What follows belongs to an exercise in optimizing a design on an open flow for a short achievable clock period, few clock cycles and low power; a production flow would make more cautious choices. Only simulation tests tie the RTL to the original design; equivalence was not proved. No activity file was given, so power comes from the tool's default toggle rates.

==> flow/design.v (excerpt) <==
module e20_core (
    input  wire        clk,
    input  wire        rst,          
    output reg         mem_req,
    output reg         mem_we,
    output reg  [12:0] mem_addr,
    output wire [15:0] mem_wdata,
    input  wire        mem_gnt,
    input  wire        mem_rvalid,
    input  wire [15:0] mem_rdata,
    output reg         halted
);
    localparam [2:0] OP_RRR  = 3'b000, OP_ADDI = 3'b001, OP_J   = 3'b010,
                     OP_JAL  = 3'b011, OP_LW   = 3'b100, OP_SW  = 3'b101,
                     OP_JEQ  = 3'b110, OP_SLTI = 3'b111;
    localparam [3:0] F_ADD = 4'b0000, F_SUB = 4'b0001, F_OR = 4'b0010,
                     F_AND = 4'b0011, F_SLT = 4'b0100, F_JR = 4'b1000;
    reg [15:0] regs [1:7];
    reg [12:0] pc;         
    reg        req_data;   
    reg [2:0]  q_v, q_ld, q_dr;
    reg        st_q;       
    reg [2:0]  st_s;       
    reg        ld_pend;    
    reg [2:0]  ld_d;       
    wire acc       = mem_req & mem_gnt;
    wire acc_read  = acc & ~mem_we;
    wire acc_fetch = acc & ~req_data;
    wire data_wait = mem_req & req_data & ~mem_gnt;    
    wire resp_ld   = mem_rvalid & q_ld[0];
    wire resp_ins  = mem_rvalid & ~q_ld[0] & ~q_dr[0];    
    wire [12:0] npc = pc + 13'd1;
    wire [12:0] pc2 = pc + 13'd2;
  ...
Settings: LEC_CHECK=0, ABC_CLOCK_PERIOD_IN_PS=2000, CAP_MARGIN=20, CORE_MARGIN=2, CORE_UTILIZATION=40, CTS_BUF_LIST=sky130_fd_sc_hd__clkbuf_8, PLACE_DENSITY=0.6, SETUP_SLACK_MARGIN=3.5, SLEW_MARGIN=20; clock period 8.0 ns.
standard.sh (not shown) runs the stock make flow with config.mk's settings and CLKGATE_MAP_FILE= SYNTH_SCRIPT=/design/flow/synth_recipe.tcl, a recipe that flattens the netlist after the stock synthesis.
==> flow/flow/run.sh <==
#!/bin/bash
# The standard layout (the standard.sh, unchanged synthesis and steps),
# with one change to clock tree synthesis: no dummy loads are added to
# balance the clock tree's leaf buffers.
set -euo pipefail
export CTS_ARGS="-sink_clustering_enable -repair_clock_nets -buf_list sky130_fd_sc_hd__clkbuf_8 -dont_use_dummy_load"
bash standard.sh > standard.log 2>&1
Testbench counts at the start, summed over its fixed seeds: cycles 285,732.
Next try:
Settings changed: ABC_CLOCK_PERIOD_IN_PS 2000 to 3000, SETUP_SLACK_MARGIN 3.5 to 3.0.
Area after synthesis stays the same.
Clock power is lower by a few percent.
Via count decreases by a few percent.
Combinational power goes down by roughly a tenth.
Fmax goes down by a few percent.
Final cell count fell by a few percent.
Next try:
==> flow/run.sh (new file) <==
#!/bin/bash
# synth_recipe.tcl (not shown) runs the flow's synth.tcl, then flattens the netlist and writes it again
# the make line also repeats each setting of config.mk as NAME=value (left out here)
make -C /OpenROAD-flow-scripts/flow DESIGN_CONFIG=/design/flow/config.mk WORK_HOME=/design/flow/orfs CLKGATE_MAP_FILE= SYNTH_SCRIPT=/design/flow/synth_recipe.tcl finish
Settings changed: CTS_BUF_LIST sky130_fd_sc_hd__clkbuf_8 to sky130_fd_sc_hd__clkbuf_4 sky130_fd_sc_hd__clkbuf_8.
removed: flow/flow/run.sh
removed: flow/standard.sh
What happened: The changed run ran to the end with no violations; synthesized cell count stays the same; wire length shrinks by 0.33%; sequential power stays flat.
Next try:
Settings changed: ABC_CLOCK_PERIOD_IN_PS 3000 to 3500, CTS_BUF_LIST sky130_fd_sc_hd__clkbuf_4 sky130_fd_sc_hd__clkbuf_8 to sky130_fd_sc_hd__clkbuf_8, SETUP_SLACK_MARGIN 3.0 to 2.5.
Outcome:
- wire length drops by 4.6%
- maximum frequency drops by 9.0%
- sequential cell count stays the same
- final cell count drops by 1.3%
- global-route usage drops by 0.93 points
- worst hold slack improved by 0.0044 ns
- setup slack got worse by 0.49 ns
- die area stays the same
Next try:
==> flow/flow/run.sh (new file) <==
#!/bin/bash
# The standard layout (the standard.sh, unchanged synthesis and steps),
# with one change to clock tree synthesis: no dummy loads are added to
# balance the clock tree's leaf buffers.
set -euo pipefail
export CTS_ARGS="-sink_clustering_enable -repair_clock_nets -buf_list sky130_fd_sc_hd__clkbuf_8 -dont_use_dummy_load"
bash standard.sh > standard.log 2>&1
==> flow/standard.sh (new file) <==
#!/bin/bash
# synth_recipe.tcl (not shown) runs the flow's synth.tcl, then flattens the netlist and writes it again
# the make line also repeats each setting of config.mk as NAME=value (left out here)
make -C /OpenROAD-flow-scripts/flow DESIGN_CONFIG=/design/flow/config.mk WORK_HOME=/design/flow/orfs CLKGATE_MAP_FILE= SYNTH_SCRIPT=/design/flow/synth_recipe.tcl "${@:-finish}"
Settings changed: ABC_CLOCK_PERIOD_IN_PS 3500 to 3000, CAP_MARGIN 20 to 0, SETUP_SLACK_MARGIN 2.5 to 3.0, SLEW_MARGIN 20 to 0.
removed: flow/run.sh
Cell area is higher by 6.7%.
Die area is unchanged.
Synthesized cell count stays the same.
Setup slack is better by 0.40 ns.
Clock skew climbs by 0.0083 ns.
Total power goes down by about 3.7%.
Synthesized area does not change.

what the ideal ports hide:
The results above use ideal ports. As a check the final layouts listed here were re-extracted and re-timed, cells and wires unchanged.
Step 1, drivers: a clkbuf_16 drives clk and a buf_2 each remaining input, both assumed.
Step 2 also shifts input and output timing later by t, the mid clock arrival at the registers, as if the neighbouring blocks saw the same clock.
a / b / c = ideal / step 1 / step 2; a / b = the first two.
run | shift t [ns] | slack for setup (ns) | cell pins on the clock port's net
the first run | 0.556 | 3.288 / 3.143 / 2.587 | 1
the second run | 0.541 | 3.018 / 2.990 / 2.449 | 1
the third run | 0.565 | 3.045 / 2.946 / 2.382 | 1
the fourth run | 0.562 | 2.554 / 2.573 / 2.011 | 1
the fifth run | 0.556 | 2.957 / 2.937 / 2.381 | 1
After both steps every run listed still meets setup and hold. For the first run, which loses most, drivers alone change the setup slack by -0.145 ns; drivers and shift together by -0.701 ns.
